Source: an optimization exercise on an open RTL-to-GDS flow (aim: small area). Production flows keep margins and buffers that such runs may drop. RTL that was checked went through simulation tests only; none was proved equivalent to the original. Power and IR drop assume default switching activity.

==> run a <==
Design vtcore, start of the top module:
module vtcore (
    input  wire        clk,
    input  wire        rst,           
    input  wire        cmd_valid,
    input  wire [31:0] cmd_data,
    output wire        cmd_ready,
    input  wire [15:0] io_base,
    output wire        port_wr,
    output wire [15:0] port_addr,
    output wire [31:0] port_wdata,
    input  wire        port_fail,
    output wire [15:0] pc,
    output wire [2:0]  fault_code,
    output wire [15:0] fault_pc,
    output wire [31:0] fault_cmd
);
    localparam ST_IDLE = 2'd0, ST_CHECK = 2'd1, ST_WRITE = 2'd2, ST_HOLD = 2'd3;
    localparam SG_LINES = 4'd0,
               SG_INIT0 = 4'd1,  SG_INIT1 = 4'd2,
               SG_START0 = 4'd3, SG_START1 = 4'd4,
               SG_IBIT = 4'd5,
               SG_STOP0 = 4'd6,  SG_STOP1 = 4'd7,  SG_STOP2 = 4'd8,
               SG_SPRE = 4'd9,   SG_SASRT = 4'd10,
               SG_SBIT = 4'd11,  SG_SDESEL = 4'd12;
    localparam [12:0] L_INIT  = 13'b1110101010011;  
    localparam [12:0] L_FRAME = 13'b0001000100010;  
    localparam [12:0] L_IBIT  = 13'b1110101111100;  
    localparam [12:0] L_PRE   = 13'b0101010101111;  
    localparam [12:0] L_SBIT  = 13'b1111110101101;  
    localparam [12:0] L_SHORT = 13'b0011111010010;  
    localparam [12:0] L_LONG  = 13'b0001001101111;  
    reg [1:0]  state;
    reg [2:0]  fs;
    reg [2:0]  fault_code_r;
    reg [15:0] pc_r;
    reg [31:0] cmd_r;
    reg [3:0]  seg;
    reg [1:0]  phase;
    reg [4:0]  m;        
    reg        ack;      
    reg [1:0]  frame;    
    reg [12:0] hc;
    wire halted = (fault_code_r != 3'd0);
    wire [3:0] op = cmd_r[31:28];
    assign cmd_ready  = (state == ST_IDLE) && !halted;
    assign pc         = pc_r;
    assign fault_code = fault_code_r;
    assign fault_pc   = pc_r;
    assign fault_cmd  = cmd_r;
  ...
==> module vtcore_decode, before the edit <==
module vtcore_decode (
    input  wire [31:0] cmd,
    input  wire [2:0]  st,
    output wire [2:0]  fault
);
    wire [3:0] op = cmd[31:28];
    wire [4:0] w  = cmd[20:16];
    wire [15:0] v = cmd[15:0];
    wire o0 = (op == 4'h0), o1 = (op == 4'h1), o4 = (op == 4'h4), o5 = (op == 4'h5);
    wire o7 = (op == 4'h7), o9 = (op == 4'h9), oA = (op == 4'hA), oC = (op == 4'hC);
    wire oE = (op == 4'hE), oF = (op == 4'hF);
    wire n0 = |cmd[27:24], n1 = |cmd[23:22], n2 = cmd[21], n3 = |cmd[20:16],
         n4 = |cmd[15:8],  n5 = |cmd[7:3],   n6 = |cmd[2:1], n7 = cmd[0];
    wire k2 = ~(oC | oF);
    wire k3 = k2 & ~o9;
    wire k4 = k3 & ~o7;
    wire k5 = k4 & ~o5;
    wire k6 = k5 & ~o1;
    wire k7 = k6 & ~(o4 | oA | oE);
    wire rbad = n0 | (n1 & ~oF) | (n2 & k2) | (n3 & k3) | (n4 & k4) | (n5 & k5) | (n6 & k6) | (n7 & k7);
    wire [15:0] s;
    assign s[15] = v[15];
    genvar g;
    generate for (g = 0; g < 15; g = g + 1) begin : g_s
        assign s[g] = v[g] | s[g+1];
    end endgenerate
    wire wbad = w[4] ? (w[3:0] != 4'd0) : ((w[3:0] == 4'd0) | s[w[3:0]]);
    wire legal = ~o0 & ~rbad & ~(o9 & wbad);
    wire fam_i = st[2];
    wire fam_w = ~st[2] & st[0];
    wire i2c_op = ~op[3] & (op[2] | op[1]);           
    wire spi_op = op[3] & ~(op[2] & op[1]);           
    wire fam_ok = ~((i2c_op & ~fam_i) | (spi_op & ~fam_w) | (oF & ~(fam_i | fam_w)));
    reg seq_ok;
    always @(*) begin
        case (op)
            4'h3:             seq_ok = st[2] & st[1] & ~st[0];
            4'h4, 4'h5, 4'h6: seq_ok = st[2] & st[1] & st[0];
            4'h9, 4'hA:       seq_ok = ~st[2] & st[1];
            4'hE:             seq_ok = (st == 3'b000);
            default:          seq_ok = ~st[1];
        endcase
    end
    wire prog_bad = oF & (fam_i ? n4 : n1);
    assign fault[0] = ~legal | ~fam_ok | (seq_ok & prog_bad);
    assign fault[1] = legal & (~fam_ok | ~seq_ok);
    assign fault[2] = 1'b0;
endmodule
clock: 5.0 ns
lec_check: 0
abc_area: 1
cap_margin: 20
core_margin: 2
core_utilization: 40
place_density: 0.6
slew_margin: 20
standard.sh (not shown) runs the stock make flow with config.mk's settings and CLKGATE_MAP_FILE= SYNTH_SCRIPT=/design/flow/synth_recipe.tcl, a recipe that flattens the netlist after the stock synthesis.
==> flow/flow/run.sh <==
#!/bin/bash
# ORFS layout (the standard.sh) with these changes:
#  - synthesis maps logic with an area-oriented ABC script (flow/abc_area.script);
#    everything else in the synthesis scripts is ORFS's own, so registers are unchanged
#  - port buffers use sky130_fd_sc_hd__buf_1
#  - one tie cell per constant instead of one per constant pin
#  - placement is not timing driven; synthesis buffers are removed before it
#  - clock tree built from clkbuf_4/clkbuf_8 without dummy loads
set -euo pipefail
here=$(pwd)
rm -rf "$here/orfs_scripts"
cp -r "$FLOW_HOME/scripts" "$here/orfs_scripts"
cp "$here/flow/abc_area.script" "$here/orfs_scripts/abc_area.script"
bash standard.sh synth "SCRIPTS_DIR=$here/orfs_scripts" > synth_make.log 2>&1
bash standard.sh finish \
  "SKIP_REPAIR_TIE_FANOUT=1" \
  "GPL_TIMING_DRIVEN=0" \
  "PRE_GLOBAL_PLACE_TCL=$here/flow/pre_gpl.tcl" \
  "BUFFER_PORTS_ARGS=-buffer_cell sky130_fd_sc_hd__buf_1" \
  "CTS_ARGS=-sink_clustering_enable -repair_clock_nets -dont_use_dummy_load -buf_list {sky130_fd_sc_hd__clkbuf_4 sky130_fd_sc_hd__clkbuf_8}" \
  > flow_make.log 2>&1
==> flow/flow/abc_area.script <==
strash
dc2
&get -n
&dch -f
&nf -D 50000 -R 1000
&put
strash
dc2
&get -n
&dch -f
&nf -D 50000 -R 1000
&put
==> flow/flow/pre_gpl.tcl <==
# Remove the buffers synthesis inserted (as timing-driven placement would) before
# port buffering, since placement here is not timing driven.
remove_buffers
==> run b (differences from run a) <==
--- a/flow/design.v
+++ b/flow/design.v
@@ -4,47 +4,57 @@
     output wire [2:0]  fault
 );
     wire [3:0] op = cmd[31:28];
-    wire [4:0] w  = cmd[20:16];
-    wire [15:0] v = cmd[15:0];
-    wire o0 = (op == 4'h0), o1 = (op == 4'h1), o4 = (op == 4'h4), o5 = (op == 4'h5);
-    wire o7 = (op == 4'h7), o9 = (op == 4'h9), oA = (op == 4'hA), oC = (op == 4'hC);
-    wire oE = (op == 4'hE), oF = (op == 4'hF);
+    wire [4:0] width = cmd[20:16];
+    wire [15:0] value = cmd[15:0];
+    wire fam_i = st[2];
+    wire fam_w = ~st[2] & st[0];
+    wire ses_none = ~st[1];
+    wire ses_rdy  = st[2] & st[1] & ~st[0];
+    wire ses_str  = st[2] & st[1] & st[0];
+    wire ses_sel  = ~st[2] & st[1];
     wire n0 = |cmd[27:24], n1 = |cmd[23:22], n2 = cmd[21], n3 = |cmd[20:16],
          n4 = |cmd[15:8],  n5 = |cmd[7:3],   n6 = |cmd[2:1], n7 = cmd[0];
-    wire k2 = ~(oC | oF);
-    wire k3 = k2 & ~o9;
-    wire k4 = k3 & ~o7;
-    wire k5 = k4 & ~o5;
-    wire k6 = k5 & ~o1;
-    wire k7 = k6 & ~(o4 | oA | oE);
-    wire rbad = n0 | (n1 & ~oF) | (n2 & k2) | (n3 & k3) | (n4 & k4) | (n5 & k5) | (n6 & k6) | (n7 & k7);
-    wire [15:0] s;
-    assign s[15] = v[15];
-    genvar g;
-    generate for (g = 0; g < 15; g = g + 1) begin : g_s
-        assign s[g] = v[g] | s[g+1];
-    end endgenerate
-    wire wbad = w[4] ? (w[3:0] != 4'd0) : ((w[3:0] == 4'd0) | s[w[3:0]]);
-    wire legal = ~o0 & ~rbad & ~(o9 & wbad);
-    wire fam_i = st[2];
-    wire fam_w = ~st[2] & st[0];
-    wire i2c_op = ~op[3] & (op[2] | op[1]);           
-    wire spi_op = op[3] & ~(op[2] & op[1]);           
-    wire fam_ok = ~((i2c_op & ~fam_i) | (spi_op & ~fam_w) | (oF & ~(fam_i | fam_w)));
-    reg seq_ok;
-    always @(*) begin
-        case (op)
-            4'h3:             seq_ok = st[2] & st[1] & ~st[0];
-            4'h4, 4'h5, 4'h6: seq_ok = st[2] & st[1] & st[0];
-            4'h9, 4'hA:       seq_ok = ~st[2] & st[1];
+    reg bad;
+    always @(*) begin
+        case (op)
+            4'h0: bad = 1'b1;
+            4'h1: bad = n0|n1|n2|n3|n4|n5;
+            4'h2, 4'h3, 4'h6, 4'h8, 4'hB, 4'hD: bad = n0|n1|n2|n3|n4|n5|n6|n7;
+            4'h4, 4'hA, 4'hE: bad = n0|n1|n2|n3|n4|n5|n6;
+            4'h5: bad = n0|n1|n2|n3|n4;
+            4'h7: bad = n0|n1|n2|n3;
+            4'h9: bad = n0|n1|n2;
+            4'hC: bad = n0|n1;
+            default: bad = n0;
+        endcase
+    end
+    reg vbad;
+    integer j;
+    always @(*) begin
+        vbad = 1'b0;
+        for (j = 1; j < 16; j = j + 1)
+            if (value[j] && (width <= j)) vbad = 1'b1;
+    end
+    wire fbad = (op == 4'h9) && (width == 5'd0 || (width[4] && width[3:0] != 4'd0) || vbad);
+    wire legal = !bad && !fbad;
+    reg fam_ok, seq_ok;
+    always @(*) begin
+        case (op)
+            4'h2, 4'h3, 4'h4, 4'h5, 4'h6, 4'h7: fam_ok = fam_i;
+            4'h8, 4'h9, 4'hA, 4'hB, 4'hC, 4'hD: fam_ok = fam_w;
+            4'hF:                               fam_ok = fam_i | fam_w;
+            default:                            fam_ok = 1'b1;
+        endcase
+        case (op)
+            4'h3:             seq_ok = ses_rdy;
+            4'h4, 4'h5, 4'h6: seq_ok = ses_str;
+            4'h9, 4'hA:       seq_ok = ses_sel;
             4'hE:             seq_ok = (st == 3'b000);
-            default:          seq_ok = ~st[1];
-        endcase
-    end
-    wire prog_bad = oF & (fam_i ? n4 : n1);
-    assign fault[0] = ~legal | ~fam_ok | (seq_ok & prog_bad);
-    assign fault[1] = legal & (~fam_ok | ~seq_ok);
-    assign fault[2] = 1'b0;
+            default:          seq_ok = ses_none;
+        endcase
+    end
+    wire prog_ok = (op != 4'hF) || (fam_i ? !n4 : !n1);
+    assign fault = !legal ? 3'd1 : !fam_ok ? 3'd3 : !seq_ok ? 3'd2 : !prog_ok ? 3'd1 : 3'd0;
 endmodule
 module vtcore (
     input  wire        clk,
==> flow/flow/run.sh (replaced) <==
#!/bin/bash
# ORFS layout (the standard.sh) with three changes:
#  - synthesis maps logic with an area-oriented ABC script (flow/abc_area.script);
#    everything else in the synthesis scripts is ORFS's own, so registers are unchanged
#  - port buffers use sky130_fd_sc_hd__buf_1
#  - clock tree built from clkbuf_4/clkbuf_8 without dummy loads
set -euo pipefail
here=$(pwd)
rm -rf "$here/orfs_scripts"
cp -r "$FLOW_HOME/scripts" "$here/orfs_scripts"
cp "$here/flow/abc_area.script" "$here/orfs_scripts/abc_area.script"
bash standard.sh synth "SCRIPTS_DIR=$here/orfs_scripts" > synth_make.log 2>&1
bash standard.sh finish \
  "BUFFER_PORTS_ARGS=-buffer_cell sky130_fd_sc_hd__buf_1" \
  "CTS_ARGS=-sink_clustering_enable -repair_clock_nets -dont_use_dummy_load -buf_list {sky130_fd_sc_hd__clkbuf_4 sky130_fd_sc_hd__clkbuf_8}" \
  > flow_make.log 2>&1
removed: flow/flow/pre_gpl.tcl
==> comparison table <==
metric	run a	run b
Post-DP Area	5579 sq um	5902 sq um
Post-cts gate resize count	5	0
Nonclk buf count	163	150
Power drawn by the clock network	371 uW	382 uW
Run status	timing/DRC/antenna clean	timing/DRC/antenna clean
Via-to-Cell Ratio	5.564	5.468
Clock-cell share	0.02052	0.02043
Number of DRC violations after detailed-routing iteration 0	407	450
Routed length on met1	6.209 mm	6.557 mm
Worst setup timing slack at the placement stage	-693.4 ps	210.1 ps
Post-CTS setup buffer count	23	0
Largest net degree at the start of global routing	29	33
Share of synthesized area spent on multiplexers	0.02009	0.01584
Multi-input gate share of the layout cell area	0.4308	0.4516
Power in sequential cells	828 uW	962 uW
No functional check of the RTL was part of run b.

## what the ideal ports hide
In the flow no input, the clock included, has a driving cell. The finished layouts below were timed again as built, in two steps. Step 1 (the two cells are an assumption about what drives the block):
set clk [get_ports {clk}]
set_driving_cell -lib_cell sky130_fd_sc_hd__clkbuf_16 $clk
set_driving_cell -lib_cell sky130_fd_sc_hd__buf_2 [delete_from_list [all_inputs] $clk]
Step 2 adds t to the input delays and takes it off the output delays; t is the mean of the earliest and latest rising clock arrival at the registers after step 1. Input paths then give back, and output paths get back, about the clock's delay inside the block. Three values: ideal, step 1, step 2; two values: the first two.
run | shift t [ns] | setup slack, ns | cell pins on the clock port's net
run a | 0.377 | 0.208 / 0.208 / 0.208 | 1
run b | 0.401 | 0.346 / 0.346 / 0.346 | 1
After both steps setup and hold are still met in every run listed.
